This design comes from an exercise in tuning for small area on the open sky130 flow, not from production work.
RTL that was checked went through simulation tests only; none was proved equivalent to the original.
Only the layout flow was run in run 3; the RTL was not checked for function there.
Power figures rest on the tool's default switching activity, not on a simulated workload.

[config.mk]
export PLATFORM = sky130hd
export DESIGN_NAME = pxc_decoder
export DESIGN_NICKNAME = pxc_decoder
export VERILOG_FILES = /design/flow/design.v
export SDC_FILE = /design/flow/constraint.sdc
export NUM_CORES = 4
export LEC_CHECK = 0
export ABC_AREA = 1
export CAP_MARGIN = 20
export CORE_MARGIN = 2
export CORE_UTILIZATION = 40
export SLEW_MARGIN = 20
[constraint.sdc]
create_clock -name core_clock -period 10.0 [get_ports {clk}]
set_input_delay 2.0000 -clock core_clock [delete_from_list [all_inputs] [get_ports {clk}]]
set_output_delay 2.0000 -clock core_clock [all_outputs]
set_load 0.01 [all_outputs]
[design.v]
module pxc_decoder (
    input             clk,
    input             rst,
    input             start,
    input      [3:0]  op,
    input      [4:0]  fmt,
    input      [10:0] width,
    input      [10:0] height,
    input      [23:0] in_len,
    output            busy,
    output            done,
    output     [2:0]  sel_codec,
    output reg        sel_ov,
    output reg        sel_lr,
    output reg [1:0]  err,
    output reg [10:0] err_info,
    output reg        w_rsvd,
    output reg        w_dim,
    output reg        w_fmt,
    output reg        w_trunc,
    output reg        w_fallback,
    output reg [31:0] hdr,
    output            in_re,
    output     [21:0] in_addr,
    input      [31:0] in_rdata,
    output            pal_re,
    output     [7:0]  pal_raddr,
    input      [31:0] pal_rdata,
    output            pal_we,
    output     [7:0]  pal_waddr,
    output     [31:0] pal_wdata,
    output            out_we,
    output     [21:0] out_addr,
    output     [31:0] out_data
);
    localparam [4:0]
        S_IDLE   = 5'd0,
        S_FIN    = 5'd1,
        S_CHK    = 5'd2,     
        S_CHK2   = 5'd3,     
        S_HDR    = 5'd4,     
        S_MUL    = 5'd5,     
        S_RINIT  = 5'd6,     
        S_RA2    = 5'd7,     
        S_RC2    = 5'd8,     
        S_RC2B   = 5'd9,     
        S_RA3    = 5'd10,    
        S_RC3    = 5'd11,
        S_RC3B   = 5'd12,    
        S_RA4    = 5'd13,    
        S_RC4    = 5'd14,
        S_RC4B   = 5'd15,    
        S_PLINIT = 5'd16,
        S_PLCHK  = 5'd17,    
        S_PRD    = 5'd18,    
        S_PWR    = 5'd19,    
        S_DINIT  = 5'd20,
        S_DADD   = 5'd21,    
        S_PX     = 5'd22,    
        S_CLO    = 5'd23,    
        S_R1     = 5'd24,    
        S_CHI    = 5'd25,    
        S_R2     = 5'd26,    
        S_IX     = 5'd27,    
        S_WR     = 5'd28,    
        S_END    = 5'd29,
        S_HR     = 5'd30,    
        S_HL     = 5'd31;    
    reg [4:0]  state;
    reg [3:0]  op_r;
    reg [4:0]  fmt_r;
    reg [10:0] w_r, h_r;
    reg [23:0] len_r;
    reg [22:0] c;         
    reg [26:0] P;         
    reg        pres_r;    
    reg [2:0]  codec;
    wire is10    = (op_r == 4'd10);
    wire op_ill  = op_r[3] & (op_r[2] | (op_r[1] & op_r[0]));           
    wire indexed = ~codec[2] ? (codec[1] | codec[0]) : ~(codec[1] | codec[0]);
    wire pal     = op_r[3] & (op_r[1] | op_r[0]) & indexed;             
    wire h_zero  = (h_r == 11'd0);
    wire f_idx   = ~fmt_r[4] & ((fmt_r[3:0] == 4'd7) | (fmt_r[3] & ~fmt_r[2] & ~(fmt_r[1] & fmt_r[0])));
    wire [10:0] h_dec;
    wire [11:0] h_bw;
    assign h_bw[0] = 1'b1;
    genvar gi;
    generate for (gi = 0; gi < 11; gi = gi + 1) begin : g_hdec
        assign h_dec[gi]   = h_r[gi] ^ h_bw[gi];
        assign h_bw[gi+1]  = h_bw[gi] & ~h_r[gi];
    end endgenerate
    reg [4:0] bpp_m1;
    reg [7:0] k_m1;
    always @(*) begin
        case (codec)
            3'd1:    begin bpp_m1 = 5'd0;  k_m1 = 8'd1;   end
            3'd2:    begin bpp_m1 = 5'd1;  k_m1 = 8'd3;   end
            3'd3:    begin bpp_m1 = 5'd3;  k_m1 = 8'd15;  end
            3'd4:    begin bpp_m1 = 5'd7;  k_m1 = 8'd255; end
            3'd5:    begin bpp_m1 = 5'd15; k_m1 = 8'd0;   end
            3'd6:    begin bpp_m1 = 5'd23; k_m1 = 8'd0;   end
            default: begin bpp_m1 = 5'd31; k_m1 = 8'd0;   end
        endcase
    end
    reg k_use;
    always @(*) begin
        case (state)
            S_PLINIT: k_use = 1'b1;
            S_DINIT:  k_use = pal;
            default:  k_use = 1'b0;
        endcase
    end
    reg [8:0] kv_lo;
    always @(*) begin
        if (!k_use)     kv_lo = is10 ? 9'd0 : 9'h1FF;
        else if (is10)  kv_lo = {1'b0, k_m1} + 9'd1;
        else            kv_lo = {1'b0, k_m1};
    end
    wire        rinit = (state == S_RINIT);
    wire [26:0] kload = rinit ? {21'd0, is10, 5'b00111}
                              : {{13{~is10 & ~k_use}}, kv_lo, 5'b11111};
    reg [5:0] step;
    always @(*) begin
        case (state)
            S_PWR:   step = 6'd32;
            S_CLO:   step = 6'd8;
            S_CHI:   step = 6'd8;
            default: begin
                case (codec)
                    3'd1:    step = 6'd1;
                    3'd2:    step = 6'd2;
                    3'd3:    step = 6'd4;
                    3'd7:    step = 6'd32;
                    default: step = 6'd8;
                endcase
            end
        endcase
    end
    wire p_add_c = (state == S_RA2) || (state == S_RA3) || (state == S_RA4) || (state == S_DADD);
    wire p_load  = (state == S_CHK) || (state == S_RINIT) || (state == S_PLINIT) ||
                   (state == S_DINIT) || (state == S_END);
    wire p_step  = (state == S_PWR) || (state == S_CLO) || (state == S_CHI) || (state == S_WR);
    wire rcb     = (state == S_RC2B) || (state == S_RC3B) || (state == S_RC4B);
    wire [26:0] p_a = p_load ? 27'd0 : P;
    wire [26:0] p_b = p_add_c ? {{4{c[22]}}, c} :
                      p_load  ? kload :
                      p_step  ? ~{21'd0, step} :
                                {~len_r, {3{~rcb}}};
    wire [13:0] p_cy;
    wire [26:0] p_sum;
    assign p_cy[0] = ~p_load & ~rcb;
    generate for (gi = 0; gi < 13; gi = gi + 1) begin : g_plo
        assign p_cy[gi+1] = (p_a[gi] & p_b[gi]) | (p_a[gi] & p_cy[gi]) | (p_b[gi] & p_cy[gi]);
        assign p_sum[gi]  = ((p_a[gi] | p_b[gi] | p_cy[gi]) & ~p_cy[gi+1]) | (p_a[gi] & p_b[gi] & p_cy[gi]);
    end endgenerate
    wire [14:0] q0_cy, q1_cy;
    wire [13:0] q0_sum, q1_sum;
    assign q0_cy[0] = 1'b0;
    assign q1_cy[0] = 1'b1;
    generate for (gi = 0; gi < 14; gi = gi + 1) begin : g_phi
        wire a = p_a[gi+13];
        wire b = p_b[gi+13];
        assign q0_cy[gi+1] = (a & b) | (a & q0_cy[gi]) | (b & q0_cy[gi]);
        assign q0_sum[gi]  = ((a | b | q0_cy[gi]) & ~q0_cy[gi+1]) | (a & b & q0_cy[gi]);
        assign q1_cy[gi+1] = (a & b) | (a & q1_cy[gi]) | (b & q1_cy[gi]);
        assign q1_sum[gi]  = ((a | b | q1_cy[gi]) & ~q1_cy[gi+1]) | (a & b & q1_cy[gi]);
    end endgenerate
    assign p_sum[26:13] = p_cy[13] ? q1_sum : q0_sum;
    wire p_cout = p_cy[13] ? q1_cy[14] : q0_cy[14];
    wire pres = ~p_cout;             
    wire eq   = pres_r & ~p_cout;    
    wire        mul = (state == S_MUL);
    wire [10:0] c_b = w_r | {11{~mul}};
    wire [11:0] c_cy;
    wire [22:0] c_sum;
    assign c_cy[0] = 1'b0;
    generate for (gi = 0; gi < 11; gi = gi + 1) begin : g_cadd
        assign c_cy[gi+1] = (c[gi] & c_b[gi]) | (c[gi] & c_cy[gi]) | (c_b[gi] & c_cy[gi]);
        assign c_sum[gi]  = ((c[gi] | c_b[gi] | c_cy[gi]) & ~c_cy[gi+1]) | (c[gi] & c_b[gi] & c_cy[gi]);
    end endgenerate
    wire [12:0] c_t;
    assign c_t[0] = mul ? c_cy[11] : ~c_cy[11];
    generate for (gi = 0; gi < 12; gi = gi + 1) begin : g_cinc
        assign c_sum[gi+11] = c[gi+11] ^ c_t[gi];
        assign c_t[gi+1]    = c_t[gi] & (c[gi+11] ^ ~mul);
    end endgenerate
    reg [7:0] bs;
    always @(*) begin
        case (P[4:3])
            2'd0:    bs = in_rdata[7:0];
            2'd1:    bs = in_rdata[15:8];
            2'd2:    bs = in_rdata[23:16];
            default: bs = in_rdata[31:24];
        endcase
    end
    wire [7:0]  bsh = bs >> (~P[2:0]);
    reg  [7:0]  idx;
    always @(*) begin
        case (codec)
            3'd1:    idx = {7'd0, bsh[0]};
            3'd2:    idx = {6'd0, bsh[1:0]};
            3'd3:    idx = {4'd0, bsh[3:0]};
            default: idx = bsh;
        endcase
    end
    wire [15:0] H   = {fmt_r, w_r};
    wire [15:0] p16 = {H[15:8], bs};
    reg  [31:0] tc;
    always @(*) begin
        case (codec)
            3'd5:    tc = {8'hFF, p16[4:0], p16[4:2], p16[10:5], p16[10:9], p16[15:11], p16[15:13]};
            3'd6:    tc = {8'hFF, H[7:0], H[15:8], bs};
            default: tc = in_rdata;
        endcase
    end
    assign busy      = (state != S_IDLE) && (state != S_FIN);
    assign done      = (state == S_FIN);
    assign sel_codec = (err != 2'd0) ? 3'd0 : codec;
    always @(*) begin
        err_info = 11'd0;
        if (err[1]) err_info = {7'd0, op_r};
        else if (err[0]) begin
            case (codec)
                3'd0:    err_info = 11'd4;
                3'd1:    err_info = 11'd8;
                3'd2:    err_info = 11'd16;
                3'd3:    err_info = 11'd64;
                default: err_info = 11'd1024;
            endcase
        end
    end
    assign in_re     = (state == S_CHK2) || (state == S_PRD) || (state == S_PX) ||
                       (state == S_R1) || (state == S_R2) || (state == S_HR);
    assign in_addr   = P[26:5];
    assign pal_re    = (state == S_IX);
    assign pal_raddr = pres_r ? idx : 8'd0;
    assign pal_we    = (state == S_PWR);
    assign pal_waddr = h_r[7:0];
    assign pal_wdata = {in_rdata[31:24], in_rdata[7:0], in_rdata[15:8], in_rdata[23:16]};
    assign out_we    = (state == S_WR);
    assign out_addr  = c[21:0];
    assign out_data  = indexed ? pal_rdata : (pres_r ? tc : 32'd0);
    always @(posedge clk) begin
        if (p_add_c || p_load || p_step)
            P <= p_sum;
    end
    always @(posedge clk) begin
        if (rst) begin
            state      <= S_IDLE;
            codec      <= 3'd0;
            sel_ov     <= 1'b0;
            sel_lr     <= 1'b0;
            err        <= 2'd0;
            w_rsvd     <= 1'b0;
            w_dim      <= 1'b0;
            w_fmt      <= 1'b0;
            w_trunc    <= 1'b0;
            w_fallback <= 1'b0;
            hdr        <= 32'd0;
        end else begin
            case (state)
                S_IDLE, S_FIN: begin
                    if (start) begin
                        op_r       <= op;
                        fmt_r      <= fmt;
                        w_r        <= width;
                        h_r        <= height;
                        len_r      <= in_len;
                        c          <= 23'h7FFFFF;
                        codec      <= 3'd0;
                        sel_ov     <= 1'b0;
                        sel_lr     <= 1'b0;
                        err        <= 2'd0;
                        w_rsvd     <= 1'b0;
                        w_dim      <= 1'b0;
                        w_fmt      <= 1'b0;
                        w_trunc    <= 1'b0;
                        w_fallback <= 1'b0;
                        state      <= S_CHK;
                    end else begin
                        state      <= S_IDLE;
                    end
                end
                S_CHK: begin
                    if (op_ill) begin
                        err   <= 2'd2;
                        state <= S_FIN;
                    end else if (is10) begin
                        state <= S_CHK2;
                    end else begin
                        state <= S_MUL;
                    end
                end
                S_CHK2: begin
                    if (!pres) begin
                        err   <= 2'd1;
                        state <= S_FIN;
                    end else begin
                        state <= S_HDR;
                    end
                end
                S_HDR: begin
                    fmt_r  <= in_rdata[4:0];
                    w_r    <= in_rdata[20:10];
                    h_r    <= in_rdata[31:21];
                    w_rsvd <= (in_rdata[7:5] != 3'd0);
                    w_fmt  <= in_rdata[4] | (in_rdata[3] & (in_rdata[2] | (in_rdata[1] & in_rdata[0])));
                    state  <= S_MUL;
                end
                S_MUL: begin
                    if (h_zero) begin
                        state <= S_RINIT;
                    end else begin
                        c   <= c_sum;
                        h_r <= h_dec;
                    end
                end
                S_RINIT: begin
                    w_dim <= is10 & c[22];
                    if (op_r[3] | (op_r[2:0] == 3'd0)) begin
                        h_r   <= 11'd15;
                        state <= S_RA2;
                    end else begin
                        codec <= op_r[2:0];
                        state <= S_DINIT;
                    end
                end
                S_RA2: begin
                    if (h_zero) state <= S_RC2;
                    else        h_r   <= h_dec;
                end
                S_RA3: begin
                    if (h_zero) state <= S_RC3;
                    else        h_r   <= h_dec;
                end
                S_RA4: begin
                    if (h_zero) state <= S_RC4;
                    else        h_r   <= h_dec;
                end
                S_RC2: begin
                    pres_r <= p_cout;             
                    state  <= S_RC2B;
                end
                S_RC3: begin
                    pres_r <= p_cout;
                    state  <= S_RC3B;
                end
                S_RC4: begin
                    pres_r <= p_cout;
                    state  <= S_RC4B;
                end
                S_RC2B: begin
                    if (eq) begin
                        codec  <= 3'd5;
                        sel_ov <= op_r[3] & (fmt_r != 5'd4);
                        state  <= (op_r == 4'd8) ? S_FIN : S_DINIT;
                    end else begin
                        h_r    <= 11'd7;
                        state  <= S_RA3;
                    end
                end
                S_RC3B: begin
                    if (!op_r[3]) begin
                        codec      <= eq ? 3'd6 : 3'd5;
                        w_fallback <= !eq;
                        state      <= S_DINIT;
                    end else begin
                        w_fallback <= eq;        
                        h_r        <= 11'd7;
                        state      <= S_RA4;
                    end
                end
                S_RC4B: begin
                    state <= (op_r == 4'd8) ? S_FIN : S_DINIT;
                    if (eq) begin
                        codec      <= 3'd7;
                        sel_ov     <= (fmt_r != 5'd5);
                        w_fallback <= 1'b0;
                    end else if (f_idx) begin
                        codec      <= fmt_r[2:0] + 3'd2;
                        w_fallback <= 1'b0;
                        if (op_r != 4'd8) state <= S_PLINIT;
                    end else if (fmt_r == 5'd4) begin
                        codec      <= w_fallback ? 3'd6 : 3'd5;
                        w_fallback <= !w_fallback;
                    end else if (fmt_r == 5'd5) begin
                        codec      <= 3'd7;
                        w_fallback <= 1'b0;
                    end else begin
                        codec      <= 3'd5;
                        sel_lr     <= 1'b1;
                        w_fallback <= 1'b1;
                    end
                end
                S_PLINIT: begin
                    h_r   <= {3'd0, k_m1};
                    state <= S_PLCHK;
                end
                S_PLCHK: begin
                    if (!pres) begin
                        err   <= 2'd1;
                        state <= S_FIN;
                    end else begin
                        state <= S_PRD;
                    end
                end
                S_PRD: state <= S_PWR;
                S_PWR: begin
                    if (h_zero) state <= S_DINIT;
                    else begin
                        h_r   <= h_dec;
                        state <= S_PRD;
                    end
                end
                S_DINIT: begin
                    h_r   <= {6'd0, bpp_m1};
                    state <= S_DADD;
                end
                S_DADD: begin
                    if (h_zero) state <= S_PX;
                    else        h_r   <= h_dec;
                end
                S_PX: begin
                    pres_r <= pres;
                    if (c[22]) begin
                        state <= S_END;
                    end else begin
                        if (!pres) w_trunc <= 1'b1;
                        if (indexed)                state <= S_IX;
                        else if (codec == 3'd6)     state <= S_CLO;
                        else if (codec == 3'd5)     state <= S_CHI;
                        else                        state <= S_WR;
                    end
                end
                S_CLO: begin
                    w_r[7:0] <= bs;
                    state    <= S_R1;
                end
                S_R1:  state <= S_CHI;
                S_CHI: begin
                    fmt_r    <= bs[7:3];
                    w_r[10:8] <= bs[2:0];
                    state    <= S_R2;
                end
                S_R2:  state <= S_WR;
                S_IX:  state <= S_WR;
                S_WR: begin
                    c     <= c_sum;
                    state <= S_PX;
                end
                S_END: state <= is10 ? S_HR : S_FIN;
                S_HR:  state <= S_HL;
                S_HL: begin
                    hdr   <= in_rdata;
                    state <= S_FIN;
                end
                default: state <= S_IDLE;
            endcase
        end
    end
endmodule
[flow/run.sh]
#!/bin/bash
# The standard layout (standard.sh: the standard synthesis and ORFS flow), with these
# changes to how the layout is built:
#  - global placement buffers every port with the smallest buffer, buf_1, instead of
#    the default choice; every input and output port still gets its own buffer;
#  - placement is not timing driven; the synthesis buffers are removed before it
#    (flow/pre_gpl.tcl), as timing-driven placement would do;
#  - clock tree synthesis builds the tree from clkbuf_16 in clusters of up to 40 sinks and adds no dummy loads;
# make's full output goes to make_finish.log here; each ORFS step keeps its own log
# under orfs/logs.
set -euo pipefail
here=$(pwd)
bash standard.sh \
  "BUFFER_PORTS_ARGS=-buffer_cell sky130_fd_sc_hd__buf_1" \
  "GPL_TIMING_DRIVEN=0" \
  "PRE_GLOBAL_PLACE_TCL=$here/flow/pre_gpl.tcl" \
  "CTS_ARGS=-sink_clustering_enable -repair_clock_nets -dont_use_dummy_load -buf_list sky130_fd_sc_hd__clkbuf_16 -sink_clustering_size 40 -sink_clustering_max_diameter 150" \
  finish > make_finish.log 2>&1
[flow/pre_gpl.tcl]
# Before global placement: take out the buffers synthesis inserted (the standard flow
# does this only for timing-driven placement); ports are buffered right after this.
remove_buffers
[standard.sh]
#!/bin/bash
# synth_recipe.tcl (not shown) runs the flow's synth.tcl, then flattens the netlist and writes it again
# the make line also repeats each setting of config.mk as NAME=value (left out here)
make -C /OpenROAD-flow-scripts/flow DESIGN_CONFIG=/design/flow/config.mk WORK_HOME=/design/flow/orfs CLKGATE_MAP_FILE= SYNTH_SCRIPT=/design/flow/synth_recipe.tcl "${@:-finish}"
==> impl_metrics.prom, run 1 <==
# TYPE chip_impl_metric gauge
chip_impl_metric{name="ys_async_sr_fraction",unit="%"} 0
chip_impl_metric{name="cts.clk_slew.worst_paths",unit="ns"} 0.05
chip_impl_metric{name="part_of_the_yosys_area_used_for_sequential_elements",unit="%"} 35.6
chip_impl_metric{name="timing_worst_slew_pin_value",unit="ns"} 1.10
chip_impl_metric{name="report.power.total",unit="µW"} 2990
chip_impl_metric{name="fin_cells",unit=""} 2126
chip_impl_info{name="most_used_flip_flop_cell_after_synthesis",value="sky130_fd_sc_hd__edfxtp_1"} 1
chip_impl_metric{name="starting_density_of_the_core",unit="%"} 40.7
chip_impl_metric{name="crit_path_max_incr_delay",unit="ns"} 0.48
chip_impl_metric{name="placement.io_buffers",unit=""} 302
chip_impl_metric{name="routed_length_per_placed_instance",unit="µm"} 20.7
chip_impl_info{name="crit_path_start_kind",value="flip-flop"} 1
chip_impl_metric{name="dp_hpwl",unit="mm"} 32.8
chip_impl_metric{name="clock.fmax",unit="MHz"} 104
chip_impl_metric{name="ant_nets",unit=""} 0
chip_impl_metric{name="floorplan.die_area",unit="mm²"} 0.0306
chip_impl_metric{name="die_y",unit="µm"} 175
chip_impl_metric{name="nNetsFinal",unit=""} 1931
chip_impl_metric{name="netlist_instances",unit=""} 1547
chip_impl_metric{name="drv_slew",unit=""} 0
chip_impl_metric{name="setup_failing_eps_final",unit=""} 0
chip_impl_info{name="slowest_stage",value="sky130_fd_sc_hd__fa_1"} 1
chip_impl_metric{name="drt_first_iter_violations",unit=""} 1010
chip_impl_metric{name="final.fill_count",unit=""} 2977
chip_impl_metric{name="global_route_usage_over_all_layers",unit="%"} 28.2
chip_impl_metric{name="io_pins",unit=""} 307
chip_impl_info{name="commonest_cells_after_routing_fill_and_taps_aside",value="sky130_fd_sc_hd__nand2_1 (376), sky130_fd_sc_hd__buf_1 (302), sky130_fd_sc_hd__inv_1 (163), sky130_fd_sc_hd__nor2_1 (163), sky130_fd_sc_hd__o21ai_0 (116)"} 1
chip_impl_info{name="worstSetupEndpoint",value="h_r[4]"} 1
chip_impl_metric{name="finalInstanceArea",unit="mm²"} 0.0132
chip_impl_info{name="worst_r2r_startpoint",value="state[0]"} 1
chip_impl_metric{name="routed_wl",unit="mm"} 44.1
chip_impl_metric{name="crit_path_max_fanout",unit=""} 18
chip_impl_metric{name="irDropWorstVdd",unit="µV"} 146
chip_impl_metric{name="vias_per_cell",unit=""} 5.46
chip_impl_metric{name="synth_area_per_cell",unit="µm²"} 7.55
chip_impl_info{name="holdCritStartpoint",value="sel_ov"} 1
chip_impl_metric{name="drive_above_1_share",unit="%"} 6.83
chip_impl_metric{name="h-tree-depth",unit=""} 4
chip_impl_info{name="status",value="complete, no violations"} 1
chip_impl_metric{name="drc",unit=""} 0
chip_impl_metric{name="rows",unit=""} 62
chip_impl_metric{name="synth_warn",unit=""} 1
chip_impl_metric{name="grt_pass1_vias",unit=""} 10900
chip_impl_metric{name="place_congestion",unit=""} 0.990
chip_impl_info{name="layout.cells.most_common",value="sky130_fd_sc_hd__nand2_1"} 1
chip_impl_metric{name="placed_instance_area",unit="mm²"} 0.0125
chip_impl_metric{name="post_synth_num_cell_types",unit=""} 50
chip_impl_metric{name="synthesis.area",unit="mm²"} 0.0117
chip_impl_metric{name="power_density",unit="mW/mm²"} 227
chip_impl_metric{name="clock_sink_count",unit=""} 155
chip_impl_info{name="crit_start",value="state[0]"} 1
chip_impl_metric{name="fin_skew",unit="ns"} 0.0308
chip_impl_metric{name="timing.final.hold_violations",unit=""} 0
chip_impl_metric{name="finalSetupTns",unit="ns"} 0
chip_impl_metric{name="layout-area-overhead-vs-synth",unit="%"} 12.8
chip_impl_info{name="critPathKind",value="flip-flop to flip-flop"} 1
chip_impl_metric{name="cp_data_required_time",unit="ns"} 10.13
chip_impl_info{name="clock-root-buffer",value="sky130_fd_sc_hd__clkbuf_16"} 1
chip_impl_metric{name="firstDrtPassIters",unit=""} 6
chip_impl_metric{name="die_x",unit="µm"} 175
chip_impl_metric{name="multiInputGateArea",unit="mm²"} 0.00607
chip_impl_info{name="critical_path.endpoint_type",value="flip-flop"} 1
chip_impl_metric{name="overflow",unit=""} 0
chip_impl_info{name="most_repeated_library_cell_on_the_critical_path",value="sky130_fd_sc_hd__fa_1"} 1
chip_impl_metric{name="worst_r2r_path_depth",unit=""} 33
chip_impl_metric{name="critPathArrivalTime",unit="ns"} 9.73
chip_impl_info{name="r2r_end",value="h_r[4]"} 1
chip_impl_metric{name="grt_start_max_net_pins",unit=""} 40
chip_impl_metric{name="design.core.area",unit="mm²"} 0.0287
chip_impl_metric{name="antenna_cells_inserted",unit=""} 0
chip_impl_metric{name="clk-insertion-delay-late",unit="ns"} 0.45
chip_impl_metric{name="ctsLongestPathBuffers",unit=""} 2
chip_impl_info{name="min_delay_path_class",value="flip-flop to flip-flop"} 1
chip_impl_metric{name="via_count",unit=""} 11600
chip_impl_info{name="cts_tree",value="done"} 1
chip_impl_metric{name="synth_edf_count",unit=""} 106
chip_impl_metric{name="global_route_wire_length_before_repair",unit="mm"} 65.2
chip_impl_metric{name="cts_hold_buffers_added",unit=""} 0
chip_impl_metric{name="static-leakage-power",unit="µW"} 0.00570
chip_impl_metric{name="placed_cells_incl_taps",unit=""} 2097
chip_impl_metric{name="grt_antenna_before_repair",unit=""} 0
chip_impl_info{name="rsz0062_at_grt",value="false"} 1
chip_impl_metric{name="timing.slew.headroom",unit="%"} 26.2
chip_impl_metric{name="cts-buffers-inserted",unit=""} 17
chip_impl_metric{name="period_minus_slack",unit="ns"} 9.60
chip_impl_metric{name="ys_seq_elements",unit=""} 155
chip_impl_metric{name="cap_viol_max_count",unit=""} 0
chip_impl_metric{name="min_period_over_period",unit="%"} 96.0
chip_impl_metric{name="reg2reg_setup_slack",unit="ns"} 0.40
chip_impl_metric{name="sequential_cell_area",unit="mm²"} 0.00417
worst min-delay path by stage:
stage / end / slack [ns] / depth (start not counted)
after floorplan: w_rsvd / 0.48 / 2
after global placement: sel_ov / 0.47 / 2
after detailed placement: sel_ov / 0.48 / 2
after CTS: sel_ov / 0.48 / 2
after global routing: sel_ov / 0.51 / 2
final: sel_ov / 0.48 / 2
critical path: cells and delay by family, from the launching register on:
family          cells  cell delay [ns]
fa+ha+maj          13             5.77
simple gates       10             1.63
buf+inv             6             0.77
compound gates      4             0.75
flops               1             0.38
power breakdown:
| part | leakage [µW] | total (µW) | internal, µW | switching (µW) |
|---|---|---|---|---|
| Sequential | 0.00131 | 982 | 893 | 88.5 |
| Clock | 0.000209 | 553 | 295 | 257 |
| Combinational | 0.00418 | 1460 | 537 | 918 |
stage by stage:
step / setup WS, ns / hold WS (ns) / util, %
2_1_floorplan: 0.899 / 0.483 / -
5_1_grt: 0.000983 / 0.508 / 45.9
3_5_place_dp: -2.24 / 0.477 / 43.7
4_1_cts: 0.0491 / 0.484 / 45.7
6_report: 0.405 / 0.480 / 45.9
3_3_place_gp: -2.55 / 0.470 / 43.2
timing repair:
action | in CTS | in global routing
gates resized for setup | 12 | 16
setup endpoints to repair | 40 | 20
buffers inserted | 8 | 2
cloned | 2 | 0
pin swaps | 3 | 2
endpoints found under the hold margin | 0 | 0
flip-flops by register name, summed over array words and instances, names as in the netlist:
name / flops
state: 5
hdr: 32
P: 27
op_r: 4
w_fallback: 1
w_fmt: 1
w_trunc: 1
pres_r: 1
c: 23
w_r: 11
codec: 3
err: 2
sel_lr: 1
len_r: 24
h_r: 11
w_rsvd: 1
w_dim: 1
sel_ov: 1
fmt_r: 5
synth_stat cells, types with 17 or more instances:
cell | instances | area (µm²)
sky130_fd_sc_hd__clkbuf_1 | 31 | 116
sky130_fd_sc_hd__edfxtp_1 | 106 | 3180
sky130_fd_sc_hd__nand3_1 | 115 | 576
sky130_fd_sc_hd__nand2_1 | 379 | 1420
sky130_fd_sc_hd__a21oi_1 | 53 | 265
sky130_fd_sc_hd__o21ai_0 | 117 | 586
sky130_fd_sc_hd__nor2_1 | 166 | 623
sky130_fd_sc_hd__o211ai_1 | 22 | 165
sky130_fd_sc_hd__nand4_1 | 18 | 113
sky130_fd_sc_hd__buf_2 | 19 | 95.1
sky130_fd_sc_hd__dfxtp_1 | 49 | 981
sky130_fd_sc_hd__o221ai_1 | 17 | 149
sky130_fd_sc_hd__buf_4 | 91 | 683
sky130_fd_sc_hd__fa_1 | 49 | 981
sky130_fd_sc_hd__inv_1 | 167 | 627
logic make-up (layout without fill, tap and decap cells):
| logic type | after synthesis | in the layout | synth area share [%] |
|---|---|---|---|
| adders and majority gates | 65 | 65 | 10.1 |
| muxes | 13 | 13 | 1.24 |
| buffers and inverters | 328 | 519 | 13.7 |
| other | 1 | 4 | 0.0321 |
| AOI/OAI and AO/OA | 249 | 249 | 12.4 |
| DFF | 155 | 155 | 35.6 |
| xor gates and xnor gates | 10 | 10 | 0.750 |
| and+or+nand+nor | 726 | 727 | 26.1 |
metal layers:
layer	vias to the layer above	GRT usage, %	share of wire, %
met5	-	0	0
li1	5369	-	-
met2	622	46.8	48
met3	76	4.63	8.1
met1	5531	37.4	41
met4	0	9.93	3.1
final cells by class:
class                   instances  area share, %
multi-input cells            1068           46.1
flip-flops and latches        155           31.7
repair buffers                317           10.0
inverters                     184           5.31
well taps                     384           3.65
clock buffers                  17           3.23
repair inverters                1         0.0380
==> run 2: changes to the inputs <==
--- a/flow/run.sh
+++ b/flow/run.sh
@@ -6,5 +6,5 @@
 #  - placement is not timing driven; the synthesis buffers are removed before it
 #    (flow/pre_gpl.tcl), as timing-driven placement would do;
-#  - clock tree synthesis builds the tree from clkbuf_16 in clusters of up to 40 sinks and adds no dummy loads;
+#  - clock tree synthesis builds the tree from clkbuf_8 and adds no dummy loads;
 # make's full output goes to make_finish.log here; each ORFS step keeps its own log
 # under orfs/logs.
@@ -15,4 +15,4 @@
   "GPL_TIMING_DRIVEN=0" \
   "PRE_GLOBAL_PLACE_TCL=$here/flow/pre_gpl.tcl" \
-  "CTS_ARGS=-sink_clustering_enable -repair_clock_nets -dont_use_dummy_load -buf_list sky130_fd_sc_hd__clkbuf_16 -sink_clustering_size 40 -sink_clustering_max_diameter 150" \
+  "CTS_ARGS=-sink_clustering_enable -repair_clock_nets -dont_use_dummy_load -buf_list sky130_fd_sc_hd__clkbuf_8" \
   finish > make_finish.log 2>&1
==> run 2 against run 1 <==
Compared with the run above: routed wire length fell by 0.53%; area after synthesis did not move; core utilization fell by 0.61 points; hold slack improved by 0.0034 ns; clock skew rose by 0.012 ns; power fell by 6.0%; clock power fell by 31%; critical endpoint unchanged.
==> impl_metrics.prom, run 2 <==
# TYPE chip_impl_metric gauge
chip_impl_metric{name="ctsLongestPathBuffers",unit=""} 2
chip_impl_metric{name="global_route_wire_length_before_repair",unit="mm"} 64.9
chip_impl_info{name="most_used_flip_flop_cell_after_synthesis",value="sky130_fd_sc_hd__edfxtp_1"} 1
chip_impl_metric{name="routed_length_per_placed_instance",unit="µm"} 20.6
chip_impl_metric{name="global_route_usage_over_all_layers",unit="%"} 28.1
chip_impl_metric{name="synth_area_per_cell",unit="µm²"} 7.55
chip_impl_metric{name="nNetsFinal",unit=""} 1934
chip_impl_metric{name="irDropWorstVdd",unit="µV"} 88.2
chip_impl_metric{name="via_count",unit=""} 11600
chip_impl_metric{name="ys_seq_elements",unit=""} 155
chip_impl_metric{name="grt_antenna_before_repair",unit=""} 0
chip_impl_metric{name="use_met1",unit="%"} 37.4
chip_impl_metric{name="drv_slew",unit=""} 0
chip_impl_info{name="synth_largest_area_cell",value="sky130_fd_sc_hd__edfxtp_1"} 1
chip_impl_metric{name="placement.io_buffers",unit=""} 302
chip_impl_metric{name="period_minus_slack",unit="ns"} 9.63
chip_impl_metric{name="cts-buffers-inserted",unit=""} 17
chip_impl_info{name="top_usage_layer",value="met2"} 1
chip_impl_info{name="rsz0062_at_grt",value="false"} 1
chip_impl_metric{name="final.setup.worst_slack",unit="ns"} 0.366
chip_impl_metric{name="synth-compound-area-share",unit="%"} 12.4
chip_impl_metric{name="clock_sink_count",unit=""} 155
chip_impl_metric{name="clock.fmax",unit="MHz"} 104
chip_impl_info{name="most_repeated_library_cell_on_the_critical_path",value="sky130_fd_sc_hd__fa_1"} 1
chip_impl_metric{name="drt_first_iter_violations",unit=""} 1006
chip_impl_info{name="crit_path_start_kind",value="flip-flop"} 1
chip_impl_metric{name="antenna_cells_inserted",unit=""} 0
chip_impl_metric{name="crit_path_max_incr_delay",unit="ns"} 0.48
chip_impl_metric{name="die_y",unit="µm"} 175
chip_impl_metric{name="die_x",unit="µm"} 175
chip_impl_metric{name="grt_start_max_net_pins",unit=""} 40
chip_impl_info{name="top_cells_by_instance_count_after_synthesis",value="sky130_fd_sc_hd__nand2_1 (379), sky130_fd_sc_hd__inv_1 (167), sky130_fd_sc_hd__nor2_1 (166)"} 1
chip_impl_info{name="critPathKind",value="flip-flop to flip-flop"} 1
chip_impl_metric{name="crit_path_max_fanout",unit=""} 18
chip_impl_metric{name="cts_hold_buffers_added",unit=""} 0
chip_impl_metric{name="firstDrtPassIters",unit=""} 5
chip_impl_metric{name="starting_density_of_the_core",unit="%"} 40.7
chip_impl_metric{name="timing_worst_slew_pin_value",unit="ns"} 1.14
chip_impl_metric{name="drive_above_1_share",unit="%"} 6.99
chip_impl_metric{name="drc",unit=""} 0
chip_impl_metric{name="synth_warn",unit=""} 1
chip_impl_info{name="cell_with_the_most_instances_after_synthesis",value="sky130_fd_sc_hd__nand2_1"} 1
chip_impl_metric{name="gr-usage-met3",unit="%"} 4.61
chip_impl_metric{name="synthMuxAreaShare",unit="%"} 1.24
chip_impl_metric{name="post_synth_num_cell_types",unit=""} 50
chip_impl_metric{name="fin_skew",unit="ns"} 0.0432
chip_impl_metric{name="overflow",unit=""} 0
chip_impl_metric{name="clk-insertion-delay-late",unit="ns"} 0.49
chip_impl_metric{name="cap_viol_max_count",unit=""} 0
chip_impl_metric{name="report.power.total",unit="µW"} 2810
chip_impl_metric{name="synth_fa_ha_area_share",unit="%"} 10.1
chip_impl_metric{name="reg2reg_setup_slack",unit="ns"} 0.37
chip_impl_metric{name="number_of_flip_flops_in_the_largest_register",unit=""} 32
chip_impl_metric{name="ys_async_sr_fraction",unit="%"} 0
chip_impl_info{name="top_register",value="hdr"} 1
chip_impl_metric{name="placed_instance_area",unit="mm²"} 0.0125
chip_impl_metric{name="synth-simple-area-share",unit="%"} 26.1
chip_impl_metric{name="synthesis.area",unit="mm²"} 0.0117
chip_impl_metric{name="h-tree-depth",unit=""} 4
chip_impl_info{name="top_cells_by_area_synth",value="sky130_fd_sc_hd__edfxtp_1 (27%), sky130_fd_sc_hd__nand2_1 (12%), sky130_fd_sc_hd__dfxtp_1 (8.4%), sky130_fd_sc_hd__fa_1 (8.4%), sky130_fd_sc_hd__buf_4 (5.8%)"} 1
chip_impl_metric{name="routed_wl",unit="mm"} 43.8
chip_impl_metric{name="part_of_the_yosys_area_used_for_sequential_elements",unit="%"} 35.6
chip_impl_info{name="reg.largest.list",value="hdr (32), P (27), len_r (24)"} 1
chip_impl_metric{name="setup_failing_eps_final",unit=""} 0
chip_impl_metric{name="timing.slew.headroom",unit="%"} 23.4
chip_impl_metric{name="netlist_instances",unit=""} 1547
chip_impl_info{name="layout.cells.most_common",value="sky130_fd_sc_hd__nand2_1"} 1
chip_impl_metric{name="ant_nets",unit=""} 0
chip_impl_metric{name="rows",unit=""} 62
chip_impl_metric{name="cts.clk_slew.worst_paths",unit="ns"} 0.06
chip_impl_metric{name="min_period_over_period",unit="%"} 96.3
chip_impl_metric{name="pre_cts_ws",unit="ns"} -2.24
chip_impl_metric{name="finalInstanceArea",unit="mm²"} 0.0130
chip_impl_metric{name="critPathArrivalTime",unit="ns"} 9.79
chip_impl_metric{name="floorplan.die_area",unit="mm²"} 0.0306
chip_impl_info{name="status",value="complete, no violations"} 1
chip_impl_metric{name="synth_top_area_share",unit="%"} 27.2
chip_impl_metric{name="cp_data_required_time",unit="ns"} 10.16
chip_impl_info{name="commonest_cells_after_routing_fill_and_taps_aside",value="sky130_fd_sc_hd__nand2_1 (376), sky130_fd_sc_hd__buf_1 (302), sky130_fd_sc_hd__inv_1 (163), sky130_fd_sc_hd__nor2_1 (163), sky130_fd_sc_hd__o21ai_0 (116)"} 1
chip_impl_info{name="cts_tree",value="done"} 1
chip_impl_info{name="critical_path.endpoint_type",value="flip-flop"} 1
chip_impl_metric{name="xor_xnor_share_of_the_synthesized_area",unit="%"} 0.750
chip_impl_metric{name="design.core.area",unit="mm²"} 0.0287
chip_impl_metric{name="synth_edf_count",unit=""} 106
chip_impl_metric{name="timing.final.hold_violations",unit=""} 0
chip_impl_metric{name="final.fill_count",unit=""} 2993
chip_impl_metric{name="static-leakage-power",unit="µW"} 0.00562
chip_impl_metric{name="io_pins",unit=""} 307
chip_impl_metric{name="power_density",unit="mW/mm²"} 216
chip_impl_info{name="slowest_stage",value="sky130_fd_sc_hd__fa_1"} 1
chip_impl_metric{name="dp_hpwl",unit="mm"} 32.8
chip_impl_metric{name="place_congestion",unit=""} 0.990
chip_impl_metric{name="layout-area-overhead-vs-synth",unit="%"} 11.3
chip_impl_info{name="dominant_combinational_cell_family_by_area_after_synthesis",value="simple AND/OR/NAND/NOR gates"} 1
chip_impl_metric{name="vias_per_cell",unit=""} 5.45
chip_impl_metric{name="finalSetupTns",unit="ns"} 0
chip_impl_info{name="min_delay_path_class",value="flip-flop to flip-flop"} 1
chip_impl_metric{name="use_met2",unit="%"} 46.7
chip_impl_info{name="clock-root-buffer",value="sky130_fd_sc_hd__clkbuf_8"} 1
chip_impl_metric{name="grt_pass1_vias",unit=""} 10800
[run 2: cell count changes in the layout (fill, tap and decap cells not counted), sizes merged]
| cell | previous run | this run |
|---|---|---|
| buf | 317 | 320 |
[run 2: cells by family (layout without fill, tap and decap cells)]
kind of cell / Yosys count / after routing
AO/OA/AOI/OAI: 249 / 249
XOR/XNOR: 10 / 10
adder cells (fa/ha/maj): 65 / 65
buffers and inverters: 328 / 522
flip-flops: 155 / 155
multiplexers: 13 / 13
other: 1 / 4
AND/OR/NAND/NOR: 726 / 727
[run 2: cell type report]
cell class                      instances  area, µm²  share of cell area, %
Inverter                              184        699                   5.38
Timing Repair inverter                  1       5.00                 0.0385
Tap cell                              384        480                   3.70
Multi-Input combinational cell       1068       6070                   46.7
Timing Repair Buffer                  320       1340                   10.3
Clock buffer                           17        234                   1.80
Sequential cell                       155       4170                   32.1
[run 2: worst paths after layout]
kind                 start  cells after the start  endpoint
setup / recovery  state[0]                     33    h_r[4]
hold / removal      sel_ov                      2    sel_ov
setup reg to reg  state[0]                     33    h_r[4]
hold reg to reg     sel_ov                      2    sel_ov
[run 2: routing by layer]
layer  wire length [µm]  part of all wire [%]
met5                  0                     0
met4               1370                   3.1
met3               3710                   8.5
met2              21000                    48
met1              17700                    40
[run 2: report_power, final]
group	total, µW	internal (µW)	switching, µW
sequential	982	892	89.3
combinational	1450	536	911
clock	382	150	231
[run 2: repair_timing]
action | in CTS | in global routing
cloned | 2 | 0
endpoints found under the setup margin | 40 | 20
pin swaps | 3 | 2
setup buffers | 11 | 2
gates resized for setup | 12 | 15
[run 2: worst max-delay path: cells and delay by family, from the launching register on]
| kind | cells | cell delay, ns |
|---|---|---|
| buffers and inverters | 6 | 0.77 |
| and+or+nand+nor | 10 | 1.66 |
| adders and majority gates | 13 | 5.77 |
| AOI/OAI and AO/OA | 4 | 0.77 |
| DFF | 1 | 0.39 |
[run 2: metrics by stage]
stage	instances	utilization, %	hold slack, ns
2_1_floorplan	1550	-	0.483
3_3_place_gp	2092	43.2	0.470
3_5_place_dp	2097	43.7	0.477
4_1_cts	2127	45.1	0.486
5_1_grt	2129	45.3	0.510
6_report	2129	45.3	0.483
==> run 3: changes to the inputs <==
--- a/design.v
+++ b/design.v
@@ -41,34 +41,32 @@
         S_HDR    = 5'd4,     
         S_MUL    = 5'd5,     
-        S_RINIT  = 5'd6,     
-        S_RA2    = 5'd7,     
-        S_RC2    = 5'd8,     
-        S_RC2B   = 5'd9,     
+        S_RINIT  = 5'd7,
+        S_RA2    = 5'd8,     
+        S_RC2    = 5'd9,     
         S_RA3    = 5'd10,    
-        S_RC3    = 5'd11,
-        S_RC3B   = 5'd12,    
-        S_RA4    = 5'd13,    
-        S_RC4    = 5'd14,
-        S_RC4B   = 5'd15,    
-        S_PLINIT = 5'd16,
-        S_PLCHK  = 5'd17,    
-        S_PRD    = 5'd18,    
-        S_PWR    = 5'd19,    
-        S_DINIT  = 5'd20,
-        S_DADD   = 5'd21,    
-        S_PX     = 5'd22,    
-        S_CLO    = 5'd23,    
-        S_R1     = 5'd24,    
-        S_CHI    = 5'd25,    
-        S_R2     = 5'd26,    
-        S_IX     = 5'd27,    
-        S_WR     = 5'd28,    
-        S_END    = 5'd29,
-        S_HR     = 5'd30,    
-        S_HL     = 5'd31;    
+        S_RC3    = 5'd11,    
+        S_RA4    = 5'd12,    
+        S_RC4    = 5'd13,    
+        S_POST   = 5'd14,
+        S_PLINIT = 5'd15,
+        S_PLCHK  = 5'd16,    
+        S_PRD    = 5'd17,    
+        S_PWR    = 5'd18,    
+        S_DINIT  = 5'd19,
+        S_DADD   = 5'd20,    
+        S_PX     = 5'd21,    
+        S_CLO    = 5'd22,    
+        S_R1     = 5'd23,    
+        S_CHI    = 5'd24,    
+        S_R2     = 5'd25,    
+        S_IX     = 5'd26,    
+        S_WR     = 5'd27,    
+        S_END    = 5'd28,
+        S_HR     = 5'd29,    
+        S_HL     = 5'd30;    
     reg [4:0]  state;
     reg [3:0]  op_r;
     reg [4:0]  fmt_r;
-    reg [10:0] w_r, h_r;
+    reg [10:0] w_r;       
     reg [23:0] len_r;
     reg [22:0] c;         
@@ -80,13 +78,13 @@
     wire indexed = ~codec[2] ? (codec[1] | codec[0]) : ~(codec[1] | codec[0]);
     wire pal     = op_r[3] & (op_r[1] | op_r[0]) & indexed;             
-    wire h_zero  = (h_r == 11'd0);
+    wire w_zero  = (w_r == 11'd0);
     wire f_idx   = ~fmt_r[4] & ((fmt_r[3:0] == 4'd7) | (fmt_r[3] & ~fmt_r[2] & ~(fmt_r[1] & fmt_r[0])));
-    wire [10:0] h_dec;
-    wire [11:0] h_bw;
-    assign h_bw[0] = 1'b1;
+    wire [10:0] w_dec;
+    wire [11:0] w_bw;
+    assign w_bw[0] = 1'b1;
     genvar gi;
-    generate for (gi = 0; gi < 11; gi = gi + 1) begin : g_hdec
-        assign h_dec[gi]   = h_r[gi] ^ h_bw[gi];
-        assign h_bw[gi+1]  = h_bw[gi] & ~h_r[gi];
+    generate for (gi = 0; gi < 11; gi = gi + 1) begin : g_wdec
+        assign w_dec[gi]   = w_r[gi] ^ w_bw[gi];
+        assign w_bw[gi+1]  = w_bw[gi] & ~w_r[gi];
     end endgenerate
     reg [4:0] bpp_m1;
@@ -117,10 +115,9 @@
         else            kv_lo = {1'b0, k_m1};
     end
-    wire        rinit = (state == S_RINIT);
-    wire [26:0] kload = rinit ? {21'd0, is10, 5'b00111}
-                              : {{13{~is10 & ~k_use}}, kv_lo, 5'b11111};
+    wire [26:0] kload = {{13{~is10 & ~k_use}}, kv_lo, 5'b11111};
     reg [5:0] step;
     always @(*) begin
         case (state)
+            S_MUL:   step = 6'd1;
             S_PWR:   step = 6'd32;
             S_CLO:   step = 6'd8;
@@ -138,24 +135,31 @@
     end
     wire p_add_c = (state == S_RA2) || (state == S_RA3) || (state == S_RA4) || (state == S_DADD);
-    wire p_load  = (state == S_CHK) || (state == S_RINIT) || (state == S_PLINIT) ||
+    wire p_load  = (state == S_CHK && is10) || (state == S_RINIT) || (state == S_PLINIT) ||
                    (state == S_DINIT) || (state == S_END);
-    wire p_step  = (state == S_PWR) || (state == S_CLO) || (state == S_CHI) || (state == S_WR);
-    wire rcb     = (state == S_RC2B) || (state == S_RC3B) || (state == S_RC4B);
+    wire p_step  = (state == S_MUL) || (state == S_PWR) || (state == S_CLO) || (state == S_CHI) || (state == S_WR);
     wire [26:0] p_a = p_load ? 27'd0 : P;
     wire [26:0] p_b = p_add_c ? {{4{c[22]}}, c} :
                       p_load  ? kload :
                       p_step  ? ~{21'd0, step} :
-                                {~len_r, {3{~rcb}}};
+                                {~len_r, 3'b111};
     wire [13:0] p_cy;
     wire [26:0] p_sum;
-    assign p_cy[0] = ~p_load & ~rcb;
+    wire [13:0] p_e;                 
+    assign p_cy[0] = ~p_load;
+    assign p_e[3]  = 1'b1;
     generate for (gi = 0; gi < 13; gi = gi + 1) begin : g_plo
         assign p_cy[gi+1] = (p_a[gi] & p_b[gi]) | (p_a[gi] & p_cy[gi]) | (p_b[gi] & p_cy[gi]);
         assign p_sum[gi]  = ((p_a[gi] | p_b[gi] | p_cy[gi]) & ~p_cy[gi+1]) | (p_a[gi] & p_b[gi] & p_cy[gi]);
+        if (gi >= 3) begin : g_e
+            assign p_e[gi+1] = p_e[gi] & p_sum[gi];
+        end
     end endgenerate
     wire [14:0] q0_cy, q1_cy;
     wire [13:0] q0_sum, q1_sum;
+    wire [14:0] q0_e, q1_e;
     assign q0_cy[0] = 1'b0;
     assign q1_cy[0] = 1'b1;
+    assign q0_e[0]  = 1'b1;
+    assign q1_e[0]  = 1'b1;
     generate for (gi = 0; gi < 14; gi = gi + 1) begin : g_phi
         wire a = p_a[gi+13];
@@ -163,11 +167,13 @@
         assign q0_cy[gi+1] = (a & b) | (a & q0_cy[gi]) | (b & q0_cy[gi]);
         assign q0_sum[gi]  = ((a | b | q0_cy[gi]) & ~q0_cy[gi+1]) | (a & b & q0_cy[gi]);
+        assign q0_e[gi+1]  = q0_e[gi] & q0_sum[gi];
         assign q1_cy[gi+1] = (a & b) | (a & q1_cy[gi]) | (b & q1_cy[gi]);
         assign q1_sum[gi]  = ((a | b | q1_cy[gi]) & ~q1_cy[gi+1]) | (a & b & q1_cy[gi]);
+        assign q1_e[gi+1]  = q1_e[gi] & q1_sum[gi];
     end endgenerate
     assign p_sum[26:13] = p_cy[13] ? q1_sum : q0_sum;
     wire p_cout = p_cy[13] ? q1_cy[14] : q0_cy[14];
-    wire pres = ~p_cout;             
-    wire eq   = pres_r & ~p_cout;    
+    wire pres = ~p_cout;                                     
+    wire eq   = p_e[13] & (p_cy[13] ? q1_e[14] : q0_e[14]);  
     wire        mul = (state == S_MUL);
     wire [10:0] c_b = w_r | {11{~mul}};
@@ -236,11 +242,16 @@
     assign pal_raddr = pres_r ? idx : 8'd0;
     assign pal_we    = (state == S_PWR);
-    assign pal_waddr = h_r[7:0];
+    assign pal_waddr = w_r[7:0];
     assign pal_wdata = {in_rdata[31:24], in_rdata[7:0], in_rdata[15:8], in_rdata[23:16]};
     assign out_we    = (state == S_WR);
     assign out_addr  = c[21:0];
     assign out_data  = indexed ? pal_rdata : (pres_r ? tc : 32'd0);
+    wire idle_like = (state == S_IDLE) || (state == S_FIN);
     always @(posedge clk) begin
-        if (p_add_c || p_load || p_step)
+        if (idle_like)
+            P[10:0] <= height;               
+        else if (state == S_HDR)
+            P[10:0] <= in_rdata[31:21];
+        else if (p_add_c || p_load || p_step)
             P <= p_sum;
     end
@@ -265,5 +276,4 @@
                         fmt_r      <= fmt;
                         w_r        <= width;
-                        h_r        <= height;
                         len_r      <= in_len;
                         c          <= 23'h7FFFFF;
@@ -303,5 +313,4 @@
                     fmt_r  <= in_rdata[4:0];
                     w_r    <= in_rdata[20:10];
-                    h_r    <= in_rdata[31:21];
                     w_rsvd <= (in_rdata[7:5] != 3'd0);
                     w_fmt  <= in_rdata[4] | (in_rdata[3] & (in_rdata[2] | (in_rdata[1] & in_rdata[0])));
@@ -309,15 +318,11 @@
                 end
                 S_MUL: begin
-                    if (h_zero) begin
-                        state <= S_RINIT;
-                    end else begin
-                        c   <= c_sum;
-                        h_r <= h_dec;
-                    end
+                    if (P[10:0] == 11'd0) state <= S_RINIT;
+                    else                  c     <= c_sum;
                 end
                 S_RINIT: begin
                     w_dim <= is10 & c[22];
                     if (op_r[3] | (op_r[2:0] == 3'd0)) begin
-                        h_r   <= 11'd15;
+                        w_r   <= 11'd15;
                         state <= S_RA2;
                     end else begin
@@ -327,50 +332,38 @@
                 end
                 S_RA2: begin
-                    if (h_zero) state <= S_RC2;
-                    else        h_r   <= h_dec;
+                    if (w_zero) state <= S_RC2;
+                    else        w_r   <= w_dec;
                 end
                 S_RA3: begin
-                    if (h_zero) state <= S_RC3;
-                    else        h_r   <= h_dec;
+                    if (w_zero) state <= S_RC3;
+                    else        w_r   <= w_dec;
                 end
                 S_RA4: begin
-                    if (h_zero) state <= S_RC4;
-                    else        h_r   <= h_dec;
+                    if (w_zero) state <= S_RC4;
+                    else        w_r   <= w_dec;
                 end
                 S_RC2: begin
-                    pres_r <= p_cout;             
-                    state  <= S_RC2B;
-                end
-                S_RC3: begin
-                    pres_r <= p_cout;
-                    state  <= S_RC3B;
-                end
-                S_RC4: begin
-                    pres_r <= p_cout;
-                    state  <= S_RC4B;
-                end
-                S_RC2B: begin
                     if (eq) begin
                         codec  <= 3'd5;
                         sel_ov <= op_r[3] & (fmt_r != 5'd4);
-                        state  <= (op_r == 4'd8) ? S_FIN : S_DINIT;
+                        state  <= S_POST;
                     end else begin
-                        h_r    <= 11'd7;
+                        w_r    <= 11'd7;
                         state  <= S_RA3;
                     end
                 end
-                S_RC3B: begin
+                S_RC3: begin
                     if (!op_r[3]) begin
                         codec      <= eq ? 3'd6 : 3'd5;
                         w_fallback <= !eq;
-                        state      <= S_DINIT;
+                        state      <= S_POST;
                     end else begin
                         w_fallback <= eq;        
-                        h_r        <= 11'd7;
+                        w_r        <= 11'd7;
                         state      <= S_RA4;
                     end
                 end
-                S_RC4B: begin
-                    state <= (op_r == 4'd8) ? S_FIN : S_DINIT;
+                S_RC4: begin
+                    state <= S_POST;
                     if (eq) begin
                         codec      <= 3'd7;
@@ -380,5 +373,4 @@
                         codec      <= fmt_r[2:0] + 3'd2;
                         w_fallback <= 1'b0;
-                        if (op_r != 4'd8) state <= S_PLINIT;
                     end else if (fmt_r == 5'd4) begin
                         codec      <= w_fallback ? 3'd6 : 3'd5;
@@ -393,6 +385,11 @@
                     end
                 end
+                S_POST: begin
+                    if (op_r == 4'd8)   state <= S_FIN;
+                    else if (pal)       state <= S_PLINIT;
+                    else                state <= S_DINIT;
+                end
                 S_PLINIT: begin
-                    h_r   <= {3'd0, k_m1};
+                    w_r   <= {3'd0, k_m1};
                     state <= S_PLCHK;
                 end
@@ -407,17 +404,17 @@
                 S_PRD: state <= S_PWR;
                 S_PWR: begin
-                    if (h_zero) state <= S_DINIT;
+                    if (w_zero) state <= S_DINIT;
                     else begin
-                        h_r   <= h_dec;
+                        w_r   <= w_dec;
                         state <= S_PRD;
                     end
                 end
                 S_DINIT: begin
-                    h_r   <= {6'd0, bpp_m1};
+                    w_r   <= {6'd0, bpp_m1};
                     state <= S_DADD;
                 end
                 S_DADD: begin
-                    if (h_zero) state <= S_PX;
-                    else        h_r   <= h_dec;
+                    if (w_zero) state <= S_PX;
+                    else        w_r   <= w_dec;
                 end
                 S_PX: begin
==> run 3 against run 2 <==
Compared with the run above: fmax grew 0.19%; core utilization grew 0.88 points; hold slack got worse by 0.024 ns; critical endpoint is now w_r[1]; first-iteration DRC count increased by 28%; combinational power shrank 63%; design area shrank 0.51%; register-to-register slack better by 0.02 ns; routed wire length increased by 1.5%; sequential cell count down 11.
==> impl_metrics.prom, run 3 <==
# TYPE chip_impl_metric gauge
chip_impl_info{name="status",value="complete, no violations"} 1
chip_impl_metric{name="synth_top_area_share",unit="%"} 24.9
chip_impl_info{name="highest_layer",value="met4"} 1
chip_impl_info{name="top_cells_by_area_synth",value="sky130_fd_sc_hd__edfxtp_1 (25%), sky130_fd_sc_hd__nand2_1 (15%), sky130_fd_sc_hd__dfxtp_1 (8.6%), sky130_fd_sc_hd__fa_1 (8.4%), sky130_fd_sc_hd__inv_1 (6.3%)"} 1
chip_impl_metric{name="routed_length_per_placed_instance",unit="µm"} 20.4
chip_impl_metric{name="grt_start_max_net_pins",unit=""} 36
chip_impl_info{name="crit_family",value="adder cells"} 1
chip_impl_metric{name="global_route_usage_over_all_layers",unit="%"} 29.2
chip_impl_metric{name="firstDrtPassIters",unit=""} 5
chip_impl_metric{name="vias_per_cell",unit=""} 5.41
chip_impl_metric{name="ctsLongestPathBuffers",unit=""} 2
chip_impl_info{name="reg.largest.list",value="hdr (32), P (27), len_r (24)"} 1
chip_impl_metric{name="h-tree-depth",unit=""} 4
chip_impl_info{name="cell_with_the_most_instances_after_synthesis",value="sky130_fd_sc_hd__nand2_1"} 1
chip_impl_metric{name="setup_failing_eps_final",unit=""} 0
chip_impl_metric{name="fin_skew",unit="ns"} 0.0393
chip_impl_metric{name="overflow",unit=""} 0
chip_impl_metric{name="route.layer.met1.wl",unit="mm"} 19.6
chip_impl_metric{name="cts_hold_buffers_added",unit=""} 0
chip_impl_metric{name="part_of_the_yosys_area_used_for_sequential_elements",unit="%"} 33.4
chip_impl_info{name="most_used_flip_flop_cell_after_synthesis",value="sky130_fd_sc_hd__edfxtp_1"} 1
chip_impl_metric{name="rows",unit=""} 61
chip_impl_metric{name="final.setup.worst_slack",unit="ns"} 0.384
chip_impl_metric{name="power_density",unit="mW/mm²"} 127
chip_impl_info{name="synth_largest_area_cell",value="sky130_fd_sc_hd__edfxtp_1"} 1
chip_impl_metric{name="placement.io_buffers",unit=""} 302
chip_impl_metric{name="finalSetupTns",unit="ns"} 0
chip_impl_info{name="slowest_stage",value="sky130_fd_sc_hd__fa_1"} 1
chip_impl_info{name="critical_path.endpoint_type",value="flip-flop"} 1
chip_impl_metric{name="ys_async_sr_fraction",unit="%"} 0
chip_impl_info{name="critPathKind",value="flip-flop to flip-flop"} 1
chip_impl_metric{name="nNetsFinal",unit=""} 1986
chip_impl_metric{name="placed_cells_incl_taps",unit=""} 2141
chip_impl_metric{name="routed_wl",unit="mm"} 44.5
chip_impl_metric{name="timing.slew.headroom",unit="%"} 33.2
chip_impl_metric{name="dp_hpwl",unit="mm"} 34.6
chip_impl_metric{name="synth_warn",unit=""} 1
chip_impl_metric{name="drv_slew",unit=""} 0
chip_impl_metric{name="die_x",unit="µm"} 173
chip_impl_metric{name="fin_cells",unit=""} 2177
chip_impl_metric{name="io_pins",unit=""} 307
chip_impl_metric{name="netlist_instances",unit=""} 1593
chip_impl_metric{name="cts-buffers-inserted",unit=""} 17
chip_impl_info{name="commonest_cells_after_routing_fill_and_taps_aside",value="sky130_fd_sc_hd__nand2_1 (439), sky130_fd_sc_hd__buf_1 (301), sky130_fd_sc_hd__inv_1 (189)"} 1
chip_impl_metric{name="starting_density_of_the_core",unit="%"} 40.9
chip_impl_metric{name="sequential_cell_area",unit="mm²"} 0.00385
chip_impl_metric{name="met2_length",unit="mm"} 20.0
chip_impl_metric{name="design.core.area",unit="mm²"} 0.0280
chip_impl_metric{name="final.fill_count",unit=""} 3008
chip_impl_info{name="top_register",value="hdr"} 1
chip_impl_metric{name="place_congestion",unit=""} 0.975
chip_impl_metric{name="cap_viol_max_count",unit=""} 0
chip_impl_metric{name="drt_first_iter_violations",unit=""} 1287
chip_impl_metric{name="number_of_flip_flops_in_the_largest_register",unit=""} 32
chip_impl_metric{name="drive_above_1_share",unit="%"} 6.17
chip_impl_metric{name="ys_seq_elements",unit=""} 144
chip_impl_metric{name="synthesis.area",unit="mm²"} 0.0115
chip_impl_metric{name="irDropWorstVdd",unit="µV"} 62.5
chip_impl_metric{name="global_route_wire_length_before_repair",unit="mm"} 66.6
chip_impl_metric{name="clock.fmax",unit="MHz"} 104
chip_impl_metric{name="routed-wl-met3",unit="mm"} 3.97
chip_impl_metric{name="grt_antenna_before_repair",unit=""} 0
chip_impl_metric{name="timing_worst_slew_pin_value",unit="ns"} 0.992
chip_impl_metric{name="pre_cts_ws",unit="ns"} -1.39
chip_impl_metric{name="post-route-util",unit="%"} 46.2
chip_impl_metric{name="cts.clk_slew.worst_paths",unit="ns"} 0.07
chip_impl_metric{name="synth_area_per_cell",unit="µm²"} 7.20
chip_impl_metric{name="cp_num_buf_inv",unit=""} 4
chip_impl_metric{name="layout-area-overhead-vs-synth",unit="%"} 12.8
chip_impl_metric{name="drc",unit=""} 0
chip_impl_metric{name="clk-insertion-delay-late",unit="ns"} 0.48
chip_impl_metric{name="min_period_over_period",unit="%"} 96.2
chip_impl_metric{name="post_synth_num_cell_types",unit=""} 48
chip_impl_metric{name="crit_path_max_incr_delay",unit="ns"} 0.50
chip_impl_metric{name="period_minus_slack",unit="ns"} 9.62
chip_impl_metric{name="synth_edf_count",unit=""} 95
chip_impl_metric{name="multiInputGateArea",unit="mm²"} 0.00616
chip_impl_metric{name="ant_nets",unit=""} 0
chip_impl_metric{name="via_count",unit=""} 11800
chip_impl_metric{name="timing.final.hold_violations",unit=""} 0
chip_impl_metric{name="die_y",unit="µm"} 173
chip_impl_metric{name="clock_sink_count",unit=""} 144
chip_impl_metric{name="floorplan.die_area",unit="mm²"} 0.0300
chip_impl_info{name="crit_path_start_kind",value="flip-flop"} 1
chip_impl_info{name="most_repeated_library_cell_on_the_critical_path",value="sky130_fd_sc_hd__fa_1"} 1
chip_impl_metric{name="grt_pass1_vias",unit=""} 11100
chip_impl_metric{name="cp_data_required_time",unit="ns"} 10.14
chip_impl_info{name="layout.cells.most_common",value="sky130_fd_sc_hd__nand2_1"} 1
chip_impl_info{name="clock-root-buffer",value="sky130_fd_sc_hd__clkbuf_8"} 1
chip_impl_metric{name="antenna_cells_inserted",unit=""} 0
chip_impl_metric{name="critPathArrivalTime",unit="ns"} 9.76
chip_impl_metric{name="crit_path_max_fanout",unit=""} 11
chip_impl_metric{name="static-leakage-power",unit="µW"} 0.00552
chip_impl_info{name="cts_tree",value="done"} 1
chip_impl_info{name="min_delay_path_class",value="flip-flop to flip-flop"} 1
chip_impl_info{name="top_cells_by_instance_count_after_synthesis",value="sky130_fd_sc_hd__nand2_1 (445), sky130_fd_sc_hd__inv_1 (192), sky130_fd_sc_hd__nor2_1 (138)"} 1
==> run 3: cell types whose count changed after synthesis, moves of 8 or more <==
cell and delta:
sky130_fd_sc_hd__mux2_2 -12, sky130_fd_sc_hd__nand2_1 +66, sky130_fd_sc_hd__or2_2 -10, sky130_fd_sc_hd__nand3_1 +12, sky130_fd_sc_hd__o21ai_0 -20, sky130_fd_sc_hd__buf_2 -8, sky130_fd_sc_hd__nor2_1 -28, sky130_fd_sc_hd__inv_1 +25
sky130_fd_sc_hd__clkbuf_1 +8, sky130_fd_sc_hd__a21oi_1 +21, sky130_fd_sc_hd__edfxtp_1 -11
==> run 3: routing by layer <==
metal  GRT usage, %  up-vias
met5              0        -
met4           7.66        0
met3           5.83       70
met2           45.8      605
li1               -     5544
met1           41.3     5568
==> run 3: layout make-up <==
class                   count  share of cell area, %
multi-input cells        1105                   47.6
inverters                 207                   6.11
clock buffers              17                   1.81
repair buffers            326                   11.0
flip-flops and latches    144                   29.8
well taps                 378                   3.66
==> run 3: final timing paths <==
kind	startpoint	end	slack [ns]	cells after the start
setup / recovery	state[0]	w_r[1]	0.38	33
hold / removal	hdr[29]	hdr[29]	0.46	2
setup reg to reg	state[0]	w_r[1]	0.38	33
hold reg to reg	hdr[29]	hdr[29]	0.46	2
==> run 3: cell families after synthesis <==
family / after synthesis / share of synthesized area [%]
other cells: 1 / 0.0327
fa+ha+maj: 63 / 10.0
flops: 144 / 33.4
simple gates: 777 / 28.6
xor+xnor: 10 / 0.764
buf+inv: 348 / 14.4
compound gates: 250 / 12.7
==> run 3: where the power goes <==
group	switching [µW]	internal, µW	total (µW)
clock	225	150	375
combinational	373	165	538
sequential	39.8	686	726
==> run 3: what timing repair did <==
item                       CTS  global route
cloned                       1             0
buffers inserted             3            14
setup endpoints to repair   25            18
pin swaps                    3             6
resized for setup           18            26
==> run 3: per-stage QoR <==
stage | hold WS, ns | area, µm² | total power, µW
2_1_floorplan | 0.486 | 11500 | 1090
3_3_place_gp | 0.449 | 12200 | 1250
3_5_place_dp | 0.453 | 12400 | 1260
4_1_cts | 0.463 | 12700 | 1630
5_1_grt | 0.484 | 12900 | 1730
6_report | 0.460 | 12900 | 1640
==> run 3: worst register-to-register path: cells and delay by family, from the launching register on <==
family	cells	cell delay [ns]
AO/OA/AOI/OAI	1	0.20
adder cells (fa/ha/maj)	14	6.24
buffers and inverters	4	0.35
flip-flops	1	0.39
AND/OR/NAND/NOR	14	2.11

==> re-timing with driven ports <==
The flow's constraints put no driver on any port. The routed layouts listed below were extracted and timed again, unchanged, in two steps.
Step 1: set_driving_cell puts a clkbuf_16 on clk and a buf_2 on each other input, an assumption about the parent block.
Step 2 times the ports against the registers' clock, not the clock port: input delays grow and output delays shrink by t, the midpoint of the rising clock arrivals with the driver on.
Slacks: ideal ports / drivers / drivers and shift; pairs: ideal ports / drivers.
run	shift t [ns]	setup slack, ns	worst setup path at the end	clock arrival spread, ns	worst slew at a driven data input, ns
run 1	0.484	0.405 / 0.405 / 0.405	register to register	0.035 / 0.034	0.07
run 2	0.510	0.366 / 0.366 / 0.366	register to register	0.048 / 0.049	0.07
run 3	0.513	0.384 / 0.384 / 0.384	register to register	0.039 / 0.040	0.06
After both steps setup and hold are still met in every run listed.
